Context: an optimization exercise on an open-source flow, tuned for small area, a short achievable clock period and few clock cycles. The choices shown serve that exercise and are no tape-out recipe.
Where RTL was checked, it was by simulation tests only, not by an equivalence proof against the original.
Power and IR drop assume default switching activity.

// alpide_decoder
module alpide_decoder (
    input  wire        clk,
    input  wire        rst,
    input  wire        in_valid,
    output wire        in_ready,
    input  wire [1:0]  in_kind,
    input  wire [7:0]  in_data,
    output wire        out_valid,
    input  wire        out_ready,
    output wire        out_is_result,
    output wire [3:0]  hit_chip,
    output wire [5:0]  hit_region,
    output wire [9:0]  hit_dcol,
    output wire [10:0] hit_addr,
    output wire [3:0]  hit_flag,
    output wire        hit_prev_stuck,
    output wire [9:0]  hit_row,
    output wire [10:0] hit_col,
    output wire [2:0]  res_code,
    output wire        res_corrupt,
    output wire [2:0]  res_cause,
    output wire [15:0] res_pc,
    output wire [7:0]  res_byte,
    output wire [1:0]  res_remain,
    output wire [3:0]  st_chip,
    output wire [5:0]  st_region,
    output wire [3:0]  st_flags,
    output wire        st_new_event,
    output wire [3:0]  st_word_kind
);
Size in the first run: about 580 cells after synthesis, ~100 flip-flops, about 130 I/O pins, roughly 5600 sq um of cells after synthesis.
Settings: LEC_CHECK=0, CAP_MARGIN=20, CORE_MARGIN=2, CORE_UTILIZATION=60, CTS_BUF_LIST=sky130_fd_sc_hd__clkbuf_4 sky130_fd_sc_hd__clkbuf_8, CTS_CLUSTER_DIAMETER=100, CTS_CLUSTER_SIZE=40, SLEW_MARGIN=20; clock period 8.0 ns.
standard.sh (not shown) runs the stock make flow with config.mk's settings and CLKGATE_MAP_FILE= SYNTH_SCRIPT=/design/flow/synth_recipe.tcl, a recipe that flattens the netlist after the stock synthesis.
==> flow/flow/run.sh <==
#!/bin/bash
# Standard ORFS layout (the standard.sh, unchanged synthesis), except that
# the port buffers that global placement inserts use the small buf_1 cell and
# the timing repair aims at a tighter setup margin.
set -euo pipefail
MARGIN=$(cat flow/margin.txt)
bash standard.sh "BUFFER_PORTS_ARGS=-buffer_cell sky130_fd_sc_hd__buf_1" "SETUP_SLACK_MARGIN=$MARGIN" finish > standard.log 2>&1
==> flow/flow/margin.txt <==
5.15
The starting point completed with no timing, DRC or antenna violations.
Testbench counts at the start, summed over its fixed seeds: cycles 102,851.
Edit:
--- a/flow/flow/run.sh
+++ b/flow/flow/run.sh
@@ -6,2 +6,2 @@
 MARGIN=$(cat flow/margin.txt)
-bash standard.sh "BUFFER_PORTS_ARGS=-buffer_cell sky130_fd_sc_hd__buf_1" "SETUP_SLACK_MARGIN=$MARGIN" finish > standard.log 2>&1
+bash standard.sh "BUFFER_PORTS_ARGS=-buffer_cell sky130_fd_sc_hd__buf_1" "SETUP_SLACK_MARGIN=$MARGIN" "RECOVER_POWER=100" finish > standard.log 2>&1
==> flow/flow/margin.txt (replaced) <==
5.0
=>
- The new run finished with capacitance limit, slew limit left
- utilization drops by 4.8 points
- first-iteration DRC count drops by about a fifth
- synthesized cell count stays the same
- total power drops by roughly a tenth
- setup slack gets worse by 890 ps
- cell area drops by a few percent
- cell count drops slightly
Edit:
--- a/flow/flow/run.sh
+++ b/flow/flow/run.sh
@@ -6,2 +6,2 @@
 MARGIN=$(cat flow/margin.txt)
-bash standard.sh "BUFFER_PORTS_ARGS=-buffer_cell sky130_fd_sc_hd__buf_1" "SETUP_SLACK_MARGIN=$MARGIN" "RECOVER_POWER=100" finish > standard.log 2>&1
+bash standard.sh "BUFFER_PORTS_ARGS=-buffer_cell sky130_fd_sc_hd__buf_1" "SETUP_SLACK_MARGIN=$MARGIN" finish > standard.log 2>&1
What happened: This time the run completed without violations. Power came out higher slightly. Global-route usage does not change. Synthesized cell count stays the same.


build 27:
Another version of the RTL of alpide_decoder (not shown whole).
Size in the first run: roughly 590 cells after synthesis, about 99 flip-flops, roughly 130 I/O pins.
export LEC_CHECK = 0
export ABC_CLOCK_PERIOD_IN_PS = 2500
export CAP_MARGIN = 20
export CORE_MARGIN = 2
export CORE_UTILIZATION = 40
export CTS_BUF_LIST = sky130_fd_sc_hd__clkbuf_4 sky130_fd_sc_hd__clkbuf_8
export CTS_CLUSTER_DIAMETER = 100
export CTS_CLUSTER_SIZE = 40
export SETUP_SLACK_MARGIN = 5
export SLEW_MARGIN = 20
create_clock -name core_clock -period 8.0 [get_ports {clk}]
==> flow/flow/run.sh <==
#!/bin/bash
# Standard ORFS layout (the standard.sh, unchanged synthesis), except that
# the port buffers that global placement inserts use the small buf_1 cell.
set -euo pipefail
export BUFFER_PORTS_ARGS="-buffer_cell sky130_fd_sc_hd__buf_1"
bash standard.sh > standard.log 2>&1
Edits applied to the flow inputs when going from build 27 to build 58:
Settings: ABC_CLOCK_PERIOD_IN_PS no longer set, was 2500.
==> flow/run.sh (new file) <==
#!/bin/bash
# synth_recipe.tcl (not shown) runs the flow's synth.tcl, then flattens the netlist and writes it again
# the make line also repeats each setting of config.mk as NAME=value (left out here)
make -C /OpenROAD-flow-scripts/flow DESIGN_CONFIG=/design/flow/config.mk WORK_HOME=/design/flow/orfs CLKGATE_MAP_FILE= SYNTH_SCRIPT=/design/flow/synth_recipe.tcl finish
removed: flow/flow/run.sh
removed: flow/standard.sh
[summary]
Status: cell total after placement parity (build 58, build 27)
Relative to build 27, ratio of final minimum period to clock period decreased by 0.78 points in build 58.
The total of clock buffers placed in the layout in build 58 sits 2 below the value recorded for build 27.
Measured against build 58, the buffer count excluding the clock tree in the final layout of build 27 comes out at 0.846 times the reference value.
## Diff of input files: build 37 against build 58
==> flow/flow/run.sh (new file) <==
#!/bin/bash
# Standard ORFS layout (the standard.sh, unchanged synthesis), except that
# the port buffers that global placement inserts use the small buf_1 cell.
set -euo pipefail
export BUFFER_PORTS_ARGS="-buffer_cell sky130_fd_sc_hd__buf_1"
bash standard.sh > standard.log 2>&1
==> flow/standard.sh (new file) <==
#!/bin/bash
# synth_recipe.tcl (not shown) runs the flow's synth.tcl, then flattens the netlist and writes it again
# the make line also repeats each setting of config.mk as NAME=value (left out here)
make -C /OpenROAD-flow-scripts/flow DESIGN_CONFIG=/design/flow/config.mk WORK_HOME=/design/flow/orfs CLKGATE_MAP_FILE= SYNTH_SCRIPT=/design/flow/synth_recipe.tcl "${@:-finish}"
removed: flow/run.sh
==> comparison <==
Between build 37 and build 58, it is build 37 whose relative area of non-clock buffer cells in the final design is lower, by 10 points.
| number of setup violations in the final report | build 58 vs build 37 | ≈ equal |
Taking build 37 as 1.0, build 58 lands at 1.18 on non-clock buffer count.
For final-layout fill cell count, dividing the value from build 37 by the value from build 58 gives 1.09.
Summed area of non-filler cells in the final layout in build 37 is about 14% below build 58.
As far as power share of the combinational group is concerned, build 37 and build 58 perform about the same.
No functional check of the RTL was part of any run of this note.

## static timing again, ports no longer ideal
In the flow no input, the clock included, has a driving cell. The finished layouts below were timed again as built, in two steps.
Step 1 sets driving cells, clkbuf_16 on the clock port and buf_2 on the other inputs (assumed; they add their load-dependent delay and slew).
Step 2 adds t to the input delays and takes it off the output delays; t is the mean of the earliest and latest rising clock arrival at the registers after step 1. Input paths then give back, and output paths get back, about the clock's delay inside the block.
a / b / c = no drivers / after step 1 / after step 2; a / b = the first two.
| run | shift t [ns] | slack for setup (ns) | worst hold slack (ns) |
|---|---|---|---|
| the first run of note 1 | 0.397 | 5.103 / 5.070 / 4.744 | 0.481 / 0.481 / 0.481 |
| the second run of note 1 | 0.403 | 4.217 / 4.228 / 3.825 | 0.472 / 0.472 / 0.472 |
| the third run of note 1 | 0.400 | 5.055 / 5.022 / 4.709 | 0.473 / 0.473 / 0.473 |
| build 27 | 0.408 | 4.719 / 4.694 / 4.286 | 0.497 / 0.497 / 0.497 |
| build 58 | 0.409 | 4.782 / 4.735 / 4.325 | 0.480 / 0.480 / 0.480 |
| build 37 | 0.408 | 4.719 / 4.694 / 4.286 | 0.497 / 0.497 / 0.497 |
For build 58, which loses most, drivers alone change the setup slack by -0.047 ns; drivers and shift together by -0.457 ns.
